From an optimization exercise on the open Yosys and OpenROAD flow, aimed at small area; shortcuts taken in it are not production practice.
At most, simulation tests tie the RTL to the original design; equivalence was not proved.
Power figures rest on the tool's default switching activity, not on a simulated workload.

## main
==> flow/design.v (excerpt) <==
module hsv_cycle_core (
    input  wire        clk,
    input  wire        rst,           
    input  wire        cmd_valid,
    output wire        cmd_ready,
    input  wire [63:0] cmd_data,
    output wire        rsp_valid,
    input  wire        rsp_ready,
    output wire [63:0] rsp_data,
    output wire        chw_valid,
    input  wire        chw_ready,
    output wire [17:0] chw_data
);
clock: 120.0 ns
lec_check: 0
cap_margin: 20
core_margin: 2
core_utilization: 40
cts_buf_list: sky130_fd_sc_hd__clkbuf_8
slew_margin: 20
run.sh (not shown) runs the stock make flow with config.mk's settings and CLKGATE_MAP_FILE= SYNTH_SCRIPT=/design/flow/synth_recipe.tcl, a recipe that flattens the netlist after the stock synthesis.
Setup changes, main to the feature branch
--- a/flow/design.v
+++ b/flow/design.v
@@ -129,27 +129,35 @@
             default: hbit = h_src[8];
         endcase
     end
     wire       cbit = cmd_data[cnt];
     wire [6:0] rr   = {((cnt[3:0] == 4'd7) ? 6'd0 : C[5:0]), hbit};
     wire       q60  = rr[6] | (rr[5] & rr[4] & rr[3] & rr[2]);     
+    reg  [3:0] rq;                                                  
+    always @(*) begin
+        case (rr[6:2])
+            5'd15: rq = 4'd0;   5'd16: rq = 4'd1;   5'd17: rq = 4'd2;
+            5'd18: rq = 4'd3;   5'd19: rq = 4'd4;   5'd20: rq = 4'd5;
+            5'd21: rq = 4'd6;   5'd22: rq = 4'd7;   5'd23: rq = 4'd8;
+            5'd24: rq = 4'd9;   5'd25: rq = 4'd10;  5'd26: rq = 4'd11;
+            5'd27: rq = 4'd12;  5'd28: rq = 4'd13;  default: rq = 4'd14;
+        endcase
+    end
+    wire [6:0] rr2  = q60 ? {1'b0, rq, rr[1:0]} : rr;
     wire       in_ld  = (st == S_LD);
     wire       in_mul = (st == S_MUL);
     wire       in_d1  = (st == S_D1);
     wire       in_d2  = (st == S_D2);
     wire       do_rem = in_ld & src_w;
     wire       sel_s  = (st == S_FILL) ? n[0] : in_ld ? ~src_v : (~src_p & ~wph);
     wire [7:0] A      = sel_s ? s_src : v_src;
     wire       gate_a = (in_ld & ~src_w) | (in_mul & C[0]);
     wire [7:0] H      = P[31:24];   
-    wire       in_div = (st == S_DIV);
-    wire [7:0] aa     = in_div ? {1'b0, rr} :
-                        do_rem ? {C[5:0], 2'b00} :
+    wire [7:0] aa     = do_rem ? {C[5:0], 2'b00} :
                         (((in_mul & (cnt != 5'd0)) | in_d1 | in_d2) ? H : 8'd0);
-    wire [7:0] bb     = in_div ? {q60, q60, 3'b000, q60, 2'b00} :
-                        in_d1  ? C :
+    wire [7:0] bb     = in_d1  ? C :
                         do_rem ? {4'd0, C[5:2]} :
                         (gate_a ? A : 8'd0);
     wire       cin    = in_d1 | (in_d2 & cy);
     wire [8:0] asum   = {1'b0, aa} + {1'b0, bb} + {8'd0, cin};
     wire       inv_ld = in_ld ? (src_p | (src_w & ~region[0])) : (src_w & ~wph);
     wire [3:0] t     = cnt[3:0];
@@ -343,13 +351,13 @@
                 end
                 S_FILL: begin
                     if (cnt == 5'd31)
                         st <= S_ACC;
                 end
                 S_DIV: begin
-                    C      <= asum[7:0];
+                    C      <= {1'b0, rr2};
                     region <= {region[1:0], q60};
                     if (cnt == 5'd15) begin
                         cnt   <= 5'd0;
                         fresh <= 1'b1;
                         st    <= S_LD;
                     end
### Flow results
- Post-route total power delta for the feature branch relative to main: about 3% higher
- From main to the feature branch the numbers moved as follows: multi-input logic area picked up an extra 5.4%; via count picked up an extra 346; number of slew-limit violations in the final report neither gained nor lost much; cell count picked up an extra 2.1%.
- Via count of the first global-routing pass ended up 340 higher on the feature branch than on main.
For main, only the layout was checked, not whether the RTL still works.


Another version of the RTL of hsv_cycle_core (not shown whole).
Size: about 980 cells after synthesis, about 150 I/O pins, roughly 8900 um^2 of cells after synthesis.
==> flow/design.v (excerpt) <==
module hsv_cycle_core (
    input  wire        clk,
    input  wire        rst,           
    input  wire        cmd_valid,
    output wire        cmd_ready,
    input  wire [63:0] cmd_data,
    output wire        rsp_valid,
    input  wire        rsp_ready,
    output wire [63:0] rsp_data,
    output wire        chw_valid,
    input  wire        chw_ready,
    output wire [17:0] chw_data
);
==> flow/config.mk <==
export PLATFORM = sky130hd
export DESIGN_NAME = hsv_cycle_core
export DESIGN_NICKNAME = hsv_cycle_core
export VERILOG_FILES = /design/flow/design.v
export SDC_FILE = /design/flow/constraint.sdc
export NUM_CORES = 4
export LEC_CHECK = 0
export CAP_MARGIN = 20
export CORE_MARGIN = 2
export CORE_UTILIZATION = 40
export CTS_BUF_LIST = sky130_fd_sc_hd__clkbuf_8
export SLEW_MARGIN = 20
==> flow/constraint.sdc <==
create_clock -name core_clock -period 120.0 [get_ports {clk}]
set_input_delay 24.0000 -clock core_clock [delete_from_list [all_inputs] [get_ports {clk}]]
set_output_delay 24.0000 -clock core_clock [all_outputs]
set_load 0.01 [all_outputs]
standard.sh (not shown) runs the stock make flow with config.mk's settings and CLKGATE_MAP_FILE= SYNTH_SCRIPT=/design/flow/synth_recipe.tcl, a recipe that flattens the netlist after the stock synthesis.
==> flow/flow/run.sh <==
#!/bin/bash
# The standard layout (standard.sh, unchanged synthesis and steps) with two
# settings of its own:
#  - port buffers: buf_1 instead of the default choice (every input and output
#    port still gets its own buffer);
#  - clock tree: clkbuf_8 buffers, no dummy loads.
# Each tool's output is in standard.log (and ORFS's per-step logs under orfs/logs).
set -o pipefail
export BUFFER_PORTS_ARGS="-buffer_cell sky130_fd_sc_hd__buf_1"
export CTS_ARGS="-sink_clustering_enable -repair_clock_nets -buf_list sky130_fd_sc_hd__clkbuf_8 -dont_use_dummy_load"
bash standard.sh > standard.log 2>&1
Rerun with:
--- a/flow/design.v
+++ b/flow/design.v
@@ -23,24 +23,25 @@
     localparam [3:0] S_DR   = 4'd9;    
     localparam [3:0] S_DQ   = 4'd10;   
     localparam [3:0] S_CLP  = 4'd11;   
     localparam [3:0] S_SH   = 4'd12;   
     localparam [3:0] S_ACC  = 4'd13;   
     localparam [3:0] S_CHW  = 4'd14;   
     localparam [3:0] S_RSP  = 4'd15;   
     reg [3:0]  st;
     reg [4:0]  cnt;
     reg [4:0]  ph;                
     reg [1:0]  ch;
     reg        wph;               
+    reg        fresh;             
     reg        post;              
     reg [1:0]  code;
     reg        inited;
     reg [2:0]  err;               
     reg [31:0] seed;              
     reg [8:0]  hue;
     reg [2:0]  stepc;
     reg [2:0]  speed;
     reg [7:0]  sat;
     reg [7:0]  val;
     reg [31:0] P;
     reg [7:0]  r8;                
@@ -345,60 +346,62 @@
                         st <= is_adv ? S_ACC : S_FILL;
                     end
                 end
                 S_FILL: begin
                     if (cnt == 5'd31)
                         st <= S_ACC;
                 end
                 S_DIV: begin
                     C      <= asum[7:0];
                     region <= {region[1:0], q60};
                     if (cnt == 5'd15) begin
                         cnt   <= 5'd0;
+                        fresh <= 1'b1;
                         st    <= S_LD;
                     end
                 end
                 S_LD: begin
                     cnt   <= 5'd0;
-                    begin
+                    fresh <= 1'b0;
+                    if (src_w && !fresh) begin
+                        cnt <= 5'd7;
+                        st  <= S_DIV;
+                    end else begin
                         C <= asum[7:0] ^ {8{inv_ld}};
                         if (src_v && !post && ch == 2'd0) begin
-                            r8  <= asum[7:0];
-                            ch  <= 2'd1;
-                            cnt <= 5'd7;
-                            st  <= S_DIV;
+                            r8 <= asum[7:0];
+                            ch <= 2'd1;
                         end else
                             st <= src_v ? (kind_r ? S_DR : S_RHO) : S_MUL;
                     end
                 end
                 S_MUL: begin
                     C <= {asum[0], C[7:1]};
                     if (cnt == 5'd7)
                         st <= S_D1;
                 end
                 S_D1: begin
                     st <= S_D2;
                 end
                 S_D2: begin
                     C   <= asum[7:0] ^ {8{inv_ld}};
                     cnt <= 5'd0;
                     if (src_w && !wph) begin
                         wph <= 1'b1;
                         st  <= S_MUL;
                     end else if (!post && ch == 2'd0) begin
                         r8  <= asum[7:0];
                         ch  <= 2'd1;
                         wph <= 1'b0;
-                        cnt <= 5'd7;
-                        st  <= S_DIV;
+                        st  <= S_LD;
                     end else begin
                         wph <= 1'b0;
                         st  <= kind_r ? S_DR : S_RHO;
                     end
                 end
                 S_RHO: begin
                     S <= smod;
                     if (cnt == 5'd7) begin
                         cnt <= 5'd0;
                         st  <= S_DQ;
                     end
                 end
@@ -420,47 +423,45 @@
                 S_CLP: begin
                     if (cnt == 5'd15) begin
                         cnt <= 5'd0;
                         st  <= (!post && last_ch) ? S_ACC : S_SH;
                     end
                 end
                 S_SH: begin
                     if (cnt == 5'd15) begin
                         cnt <= 5'd0;
                         if (post) begin
                             st <= wph ? S_RSP : S_CHW;
                         end else begin
-                            ch  <= ch + 2'd1;
-                            cnt <= 5'd7;
-                            st  <= S_DIV;
+                            ch <= ch + 2'd1;
+                            st <= S_LD;
                         end
                     end
                 end
                 S_ACC: begin
                     cnt  <= 5'd7;
                     ch   <= 2'd0;
                     post <= 1'b1;
                     st   <= (is_adv && code == 2'd0) ? S_DIV : S_RSP;
                 end
                 S_CHW: begin
                     cnt <= 5'd0;
                     wph <= 1'b0;
                     if (chw_ready) begin
                         if (last_ch) begin
                             wph <= 1'b1;
                             st  <= S_SH;
                         end else begin
-                            ch  <= ch + 2'd1;
-                            cnt <= 5'd7;
-                            st  <= S_DIV;
+                            ch <= ch + 2'd1;
+                            st <= S_LD;
                         end
                     end
                 end
                 S_RSP: begin
                     if (rsp_ready)
                         st <= S_IDLE;
                 end
                 default: st <= S_IDLE;
             endcase
         end
         if (rst) begin
             st     <= S_IDLE;
Result:
- die area rose by 1.9%
- cell area rose by 2.0%
- register-to-register slack is worse by 180 ps
- wire length fell by 2.1%
- worst hold slack barely changes
- clock power hardly moves
- power fell by 3.8%
- clock-buffer cell count is unchanged
- critical path depth fell by 1
- core utilization fell by 0.36 points
- setup slack is better by 22 ps


hsv_cycle_core with an RTL version that a note above also has.
Size in the first run: about 150 I/O pins, about 9700 µm² of cells after synthesis.
Design hsv_cycle_core, start of the top module:
module hsv_cycle_core (
    input  wire        clk,
    input  wire        rst,           
    input  wire        cmd_valid,
    output wire        cmd_ready,
    input  wire [63:0] cmd_data,
    output wire        rsp_valid,
    input  wire        rsp_ready,
    output wire [63:0] rsp_data,
    output wire        chw_valid,
    input  wire        chw_ready,
    output wire [17:0] chw_data
);
export LEC_CHECK = 0
export CAP_MARGIN = 20
export CORE_MARGIN = 2
export CORE_UTILIZATION = 40
export CTS_BUF_LIST = sky130_fd_sc_hd__clkbuf_8
export SLEW_MARGIN = 20
create_clock -name core_clock -period 120.0 [get_ports {clk}]
Scripts as last shown in full above: flow/flow/run.sh
Edit:
--- a/flow/design.v
+++ b/flow/design.v
@@ -125,44 +125,38 @@
             4'd4: hbit = h_src[4];
             4'd5: hbit = h_src[5];
             4'd6: hbit = h_src[6];
             4'd7: hbit = h_src[7];
             default: hbit = h_src[8];
         endcase
     end
     wire       cbit = cmd_data[cnt];
-    wire [6:0] rr   = {((cnt[3:0] == 4'd7) ? 6'd0 : C[5:0]), hbit};
+    wire [5:0] rh   = ((st == S_DIV) && (cnt[3:0] == 4'd7)) ? 6'd0 : C[6:1];
+    wire [6:0] rr   = {rh, hbit};
     wire       q60  = rr[6] | (rr[5] & rr[4] & rr[3] & rr[2]);     
-    reg  [3:0] rq;                                                  
-    always @(*) begin
-        case (rr[6:2])
-            5'd15: rq = 4'd0;   5'd16: rq = 4'd1;   5'd17: rq = 4'd2;
-            5'd18: rq = 4'd3;   5'd19: rq = 4'd4;   5'd20: rq = 4'd5;
-            5'd21: rq = 4'd6;   5'd22: rq = 4'd7;   5'd23: rq = 4'd8;
-            5'd24: rq = 4'd9;   5'd25: rq = 4'd10;  5'd26: rq = 4'd11;
-            5'd27: rq = 4'd12;  5'd28: rq = 4'd13;  default: rq = 4'd14;
-        endcase
-    end
-    wire [6:0] rr2  = q60 ? {1'b0, rq, rr[1:0]} : rr;
     wire       in_ld  = (st == S_LD);
     wire       in_mul = (st == S_MUL);
     wire       in_d1  = (st == S_D1);
     wire       in_d2  = (st == S_D2);
     wire       do_rem = in_ld & src_w;
     wire       sel_s  = (st == S_FILL) ? n[0] : in_ld ? ~src_v : (~src_p & ~wph);
     wire [7:0] A      = sel_s ? s_src : v_src;
     wire       gate_a = (in_ld & ~src_w) | (in_mul & C[0]);
     wire [7:0] H      = P[31:24];   
-    wire [7:0] aa     = do_rem ? {C[5:0], 2'b00} :
+    wire       in_div = (st == S_DIV);
+    wire       in_idle = (st == S_IDLE);             
+    wire [7:0] aa     = (in_div | do_rem) ? {rh, hbit & in_div, 1'b0} :
+                        in_idle ? hue[7:0] :
                         (((in_mul & (cnt != 5'd0)) | in_d1 | in_d2) ? H : 8'd0);
-    wire [7:0] bb     = in_d1  ? C :
-                        do_rem ? {4'd0, C[5:2]} :
+    wire [7:0] bb     = in_div ? {q60, 3'b000, q60, 3'b000} :
+                        in_d1  ? C :
+                        do_rem ? {3'd0, C[7:3]} :
                         (gate_a ? A : 8'd0);
-    wire       cin    = in_d1 | (in_d2 & cy);
+    wire       cin    = in_d1 | (in_d2 & cy) | (in_idle & hstep);
     wire [8:0] asum   = {1'b0, aa} + {1'b0, bb} + {8'd0, cin};
     wire       inv_ld = in_ld ? (src_p | (src_w & ~region[0])) : (src_w & ~wph);
     wire [3:0] t     = cnt[3:0];
     wire       c255  = &C;
     wire       w12   = ~(t[3] & t[2] & (t[1] | t[0]));    
     wire       w13   = ~(t[3] & t[2] & t[1]);             
     wire       w2    = t[3] | t[2] | t[1];                
     wire       ta    = kind_g ? (C[3] & w12) : (C[2] & w13);
@@ -253,17 +247,17 @@
             3'd0: sc_inc = 3'd1;
             3'd1: sc_inc = 3'd2;
             3'd2: sc_inc = 3'd3;
             3'd3: sc_inc = 3'd4;
             default: sc_inc = 3'd5;
         endcase
     end
     wire       hstep  = (sc_inc == speed);
-    wire [8:0] hs_inc = hue + {8'd0, hstep};
+    wire [8:0] hs_inc = {hue[8] ^ asum[8], asum[7:0]};
     wire       wrap   = hstep & (hue == 9'd359);
     wire       need_ph = is_init | is_ns | is_rd | (is_adv & wrap);
     reg        p_slot, p_all, p_b;
     always @(*) begin
         p_slot = 1'b0;
         p_all  = 1'b0;
         p_b    = 1'b0;
         case (st)
@@ -349,17 +343,17 @@
                         st <= is_adv ? S_ACC : S_FILL;
                     end
                 end
                 S_FILL: begin
                     if (cnt == 5'd31)
                         st <= S_ACC;
                 end
                 S_DIV: begin
-                    C      <= {1'b0, rr2};
+                    C      <= asum[7:0];
                     region <= {region[1:0], q60};
                     if (cnt == 5'd15) begin
                         cnt   <= 5'd0;
                         fresh <= 1'b1;
                         st    <= S_LD;
                     end
                 end
                 S_LD: begin
Result:
- The changed run completed without violations
- count of clock-buffer cells in the layout stays the same
- combinational power went up by about 10%
- flip-flop and latch count stays the same
- non-clock buffer count rises by 2
- die area is lower by 5.9%
- sequential share of layout area grows by 2.1 points
- via count fell by 8.3%
- cell area goes down by 5.5%
- clock power went down by about 2%
- critical path depth stays the same
- synthesized area went down by 6.1%
- routed wire length shrinks by 5.8%
- clock skew fell by 0.016 ns
- maximum frequency is higher by 0.82%
For the second run of this note, only the layout was checked, not whether the RTL still works.

what the ideal ports hide:
The results above use ideal ports. As a check the final layouts listed here were re-extracted and re-timed, cells and wires unchanged. Step 1 (the two cells are an assumption about what drives the block):
set clk [get_ports {clk}]
set_driving_cell -lib_cell sky130_fd_sc_hd__clkbuf_16 $clk
set_driving_cell -lib_cell sky130_fd_sc_hd__buf_2 [delete_from_list [all_inputs] $clk]
Step 2, shift: input delay + t, output delay - t, t = (earliest + latest rising clock arrival at the registers) / 2. This alone moves slack from input paths to output paths. Three values: ideal, step 1, step 2; two values: the first two.
| run | t, ns | setup slack, ns | slew at the worst register clock pin (ns) |
|---|---|---|---|
| main | 0.504 | 90.358 / 90.371 / 89.867 | 0.11 / 0.11 |
| the feature branch | 0.498 | 89.893 / 89.911 / 89.413 | 0.09 / 0.09 |
| the first run of note 2 | 0.490 | 91.093 / 91.098 / 90.608 | 0.10 / 0.10 |
| the second run of note 2 | 0.493 | 91.115 / 91.119 / 90.626 | 0.09 / 0.09 |
| the first run of note 3 | 0.484 | 90.248 / 90.267 / 89.784 | 0.10 / 0.10 |
| the second run of note 3 | 0.482 | 90.491 / 90.505 / 90.023 | 0.10 / 0.10 |
After both steps setup and hold are still met in every run listed. For main, which loses most, drivers alone change the setup slack by +0.013 ns; drivers and shift together by -0.491 ns.
